This design comes from an exercise in tuning for small area on the open sky130 flow, not from production work.
Only simulation tests tie the RTL to the original design; equivalence was not proved.
No activity file was given, so power comes from the tool's default toggle rates.

==> flow/design.v (excerpt) <==
module smbus_engine #(
    parameter CAP      = 48,    
    parameter FE_DELAY = 2      
) (
    input  wire        clk,
    input  wire        rst,
    input  wire        cmd_valid,
    output wire        cmd_ready,
    input  wire [7:0]  cmd_op,
    input  wire [3:0]  cmd_bus,
    input  wire [7:0]  cmd_addr,
    input  wire [7:0]  cmd_byte,
    input  wire [15:0] cmd_val16,
    input  wire [7:0]  cmd_t,
    input  wire [1:0]  cmd_datw,
    input  wire [1:0]  cmd_datr,
    input  wire        cmd_ed,
    input  wire        cfg_fast,
    input  wire [4:0]  cfg_nbus,
    input  wire [7:0]  cfg_max_retries,
    output wire        res_valid,
    output wire [3:0]  res_code,
    output wire [15:0] res_val,
    output wire [8:0]  res_size,
    output wire [8:0]  res_entry,
    output wire [7:0]  res_attempt,
    output wire        ev_valid,
    output wire [1:0]  ev_kind,
    output wire [1:0]  ev_reg,
    output wire [31:0] ev_wdata,
    input  wire        ev_ready,
    input  wire [31:0] ev_rdata,
    output wire [5:0]  buf_addr,
    output wire        buf_we,
    output wire [7:0]  buf_wdata,
    input  wire [7:0]  buf_rdata
);
Size in the first run: ~660 cells after synthesis, ~120 flip-flops, roughly 220 I/O pins, ~6900 sq um of cells after synthesis.
Settings: LEC_CHECK=0, CAP_MARGIN=20, CORE_MARGIN=2, CORE_UTILIZATION=40, PLACE_DENSITY=0.6, SLEW_MARGIN=20; clock period 5.0 ns.
standard.sh (not shown) runs the stock make flow with config.mk's settings and CLKGATE_MAP_FILE= SYNTH_SCRIPT=/design/flow/synth_recipe.tcl, a recipe that flattens the netlist after the stock synthesis.
==> flow/flow/run.sh <==
#!/bin/bash
# Layout flow: the standard flow (standard.sh) with these settings of its own:
#  - synthesis is the standard synthesis script, with an area-oriented ABC mapping
#    script (flow/abc_area.script) in place of ORFS's abc_speed.script; it maps only
#    the combinational logic, so the registers are the standard synthesis's;
#  - the port buffers are sky130_fd_sc_hd__buf_1 (every input and output port still
#    gets its buffer);
#  - clock tree synthesis uses clkbuf_4 buffers and inserts no dummy loads.
# Each step's output goes to a log file here (synth.log, standard.log); ORFS keeps a log
# per step under orfs/logs.
set -euo pipefail
rm -rf abc_scripts
cp -r "$FLOW_HOME/scripts" abc_scripts
cp flow/abc_area.script abc_scripts/abc_speed.script
bash standard.sh "SCRIPTS_DIR=$PWD/abc_scripts" synth > synth.log 2>&1
bash standard.sh \
  "BUFFER_PORTS_ARGS=-buffer_cell sky130_fd_sc_hd__buf_1" \
  "CTS_ARGS=-sink_clustering_enable -repair_clock_nets -buf_list sky130_fd_sc_hd__clkbuf_4 -dont_use_dummy_load" \
  finish > standard.log 2>&1
==> flow/flow/abc_area.script <==
&get -n
&st
&dch -f
&nf -a -F 10 -A 10
&st
&dch -f
&nf -a -F 10 -A 10
&st
&dch -f
&nf -a -F 10 -A 10
&put
topo
stime -c
Then changed:
--- a/flow/design.v
+++ b/flow/design.v
@@ -86,24 +86,22 @@
     wire c_bdata = c_cls0 && c_size == 4'd2;
     wire c_wdata = c_cls0 && c_size == 4'd3;
     wire c_block = c_cls0 && c_size == 4'd5;
     wire c_i2cb  = c_cls0 && c_size == 4'd8;
     wire c_valid = c_quick | c_byte | c_bdata | c_wdata | c_block | c_i2cb;
     wire [7:0] blen = buf_rdata;                    
-    wire shape_bad = ((c_block | c_i2cb) && !c_rw && blen >= 8'd48) ||
-                     (c_i2cb && c_rw && blen >= 8'd61);
+    wire o_i2c = cmd_op[4];
+    wire o_blk = cmd_op[4] | cmd_op[3];
+    wire shape_bad = (o_blk && !c_rw && blen >= 8'd48) ||
+                     (o_i2c && c_rw && blen >= 8'd61);
     reg [5:0] plan_ss;
     always @(*) begin
-        plan_ss = 6'd0;
-        if (c_quick)      plan_ss = 6'd1;
-        else if (c_byte)  plan_ss = 6'd2;
-        else if (c_bdata) plan_ss = 6'd3 + {5'd0, c_rw};        
-        else if (c_wdata) plan_ss = 6'd4 + {5'd0, c_rw};        
-        else if (c_block) plan_ss = c_rw ? (cfg_fast ? 6'd3 : 6'd4) : 6'd3;
-        else if (c_i2cb)  plan_ss = c_rw ? 6'd3 : 6'd2;
-        if ((c_block & ~c_rw) | c_i2cb) plan_ss = plan_ss + blen[5:0];
+        if (o_i2c)        plan_ss = c_rw ? 6'd3 : 6'd2;
+        else if (o_blk)   plan_ss = c_rw ? (cfg_fast ? 6'd3 : 6'd4) : 6'd3;
+        else              plan_ss = {4'd0, cmd_op[2:1]} + 6'd1 + {5'd0, cmd_op[2] & c_rw};
+        if (o_i2c | (o_blk & ~c_rw)) plan_ss = plan_ss + blen[5:0];
     end
     reg [10:0] budget;
     always @(*) begin
         if (tbig) budget = 11'h737;
         else case (t2)
             2'd0: budget = 11'h33f;
@@ -116,13 +114,13 @@
     wire i1 = (cnt == 6'd1);
     wire i2 = (cnt == 6'd2);
     wire ilt3 = (cnt[5:2] == 4'd0) & ~(cnt[1] & cnt[0]);
     wire [7:0] payload = blk ? buf_rdata : (cnt[0] ? val16[15:8] : val16[7:0]);
     wire       d_lsb   = rdp & (~i0 | (size[8:2] == 7'd0) & ~(size[1] & size[0]));
     wire [7:0] d_w     = i1 ? cbyte : (i0 | rdp) ? {addr, d_lsb} : payload;
-    wire       dod     = ~rdp | (ilt3 & ~(i1 & size[1] & ~size[0] & size[8:2] == 7'd0));
+    wire       dod     = ~rdp | (ilt3 & ~(i1 & last));        
     wire [31:0] req = {cnt[3:0],                     
                        bus,                          
                        i0 | (rdp & i2),              
                        dod,                          
                        ~(dod | last),                
                        last,                         
@@ -143,13 +141,13 @@
         else if (check_ti && r[15:12] != cnt[3:0])  vcode = 4'd6;
         else if (r[30])                             vcode = 4'd7;
     end
     wire       col   = (state == S_COL);
     wire [1:0] off   = {col | ~i2c, col ^ i2c};
     wire [6:0] bidx  = {1'b0, cnt} - {5'd0, off};
-    wire       store = (pass[0] | (pass == P_SINGLE & i2c & rdp)) & ~bidx[6];
+    wire       store = (pass[0] | (i2c & rdp)) & ~bidx[6];
     wire       over  = bidx[5] & bidx[4];           
     assign cmd_ready   = (state == S_IDLE);
     assign res_valid   = (state == S_DONE);
     assign res_code    = err;
     assign res_val     = rdv;
     assign res_size    = size;
@@ -174,27 +172,27 @@
     assign buf_wdata = r[7:0];
     always @(posedge clk) begin
         begin
             case (state)
                 S_IDLE: begin
                         rdp         <= c_rw;
-                        blk         <= c_block | c_i2cb;
-                        i2c         <= c_i2cb;
+                        blk         <= o_blk;
+                        i2c         <= o_i2c;
                         bus         <= cmd_bus;
                         addr        <= cmd_addr[6:0];
                         cbyte       <= cmd_byte;
                         val16       <= cmd_val16;
                         t2          <= cmd_t[1:0];
                         tbig        <= |cmd_t[7:2];
                         dat         <= c_rw ? cmd_datr : cmd_datw;
                         ed          <= cmd_ed;
                         max_retries <= cfg_max_retries;
                         attempt     <= 8'd0;
                         cnt         <= 6'd0;
                         size        <= {3'd0, plan_ss};
-                        pass        <= (c_block & c_rw) ? (cfg_fast ? P_FAST : P_DISC) : P_SINGLE;
+                        pass        <= (o_blk & ~o_i2c & c_rw) ? (cfg_fast ? P_FAST : P_DISC) : P_SINGLE;
                         err         <= (c_valid && {1'b0, cmd_bus} >= cfg_nbus) ? E_NOBUS : E_SHAPE;
                         if (cmd_valid)
                             state <= (!c_valid || {1'b0, cmd_bus} >= cfg_nbus || cmd_addr[7] || shape_bad)
                                      ? S_DONE : S_SEQ;
                 end
                 S_SEQ: begin
The changed run finished clean.
Combinational power decreases by about 7%.
Design area goes down by 1.5%.
Routed wire length fell by 0.86%.
Via count falls by 3.2%.
Register-to-register slack degrades by 0.50 ns.
Clock-buffer cell count does not change.
Worst setup slack is worse by 0.018 ns.
Area after synthesis falls by 0.87%.
Sequential cell count stays the same.
Non-clock buffer count is lower by 7.
Critical path depth drops by 1.
Power shrinks by 2.5%.
Final cell count falls by 2.2%.
Sequential power stays flat.

## afterwards: timing with drivers on the ports
No port has a modelled driver above. Below, the same layouts with a new extraction and two added sets of constraints. Step 1: set_driving_cell puts a clkbuf_16 on clk and a buf_2 on each other input, an assumption about the parent block. Step 2 times the ports against the registers' clock, not the clock port: input delays grow and output delays shrink by t, the midpoint of the rising clock arrivals with the driver on. Slacks: no drivers / after step 1 / after step 2; pairs: no drivers / after step 1.
run | shift t [ns] | setup WS [ns] | cell pins on the clock port's net
the first run | 0.561 | 0.337 / 0.299 / 0.861 | 1
the second run | 0.554 | 0.319 / 0.279 / 0.665 | 1
After both steps setup and hold are still met in every run listed.
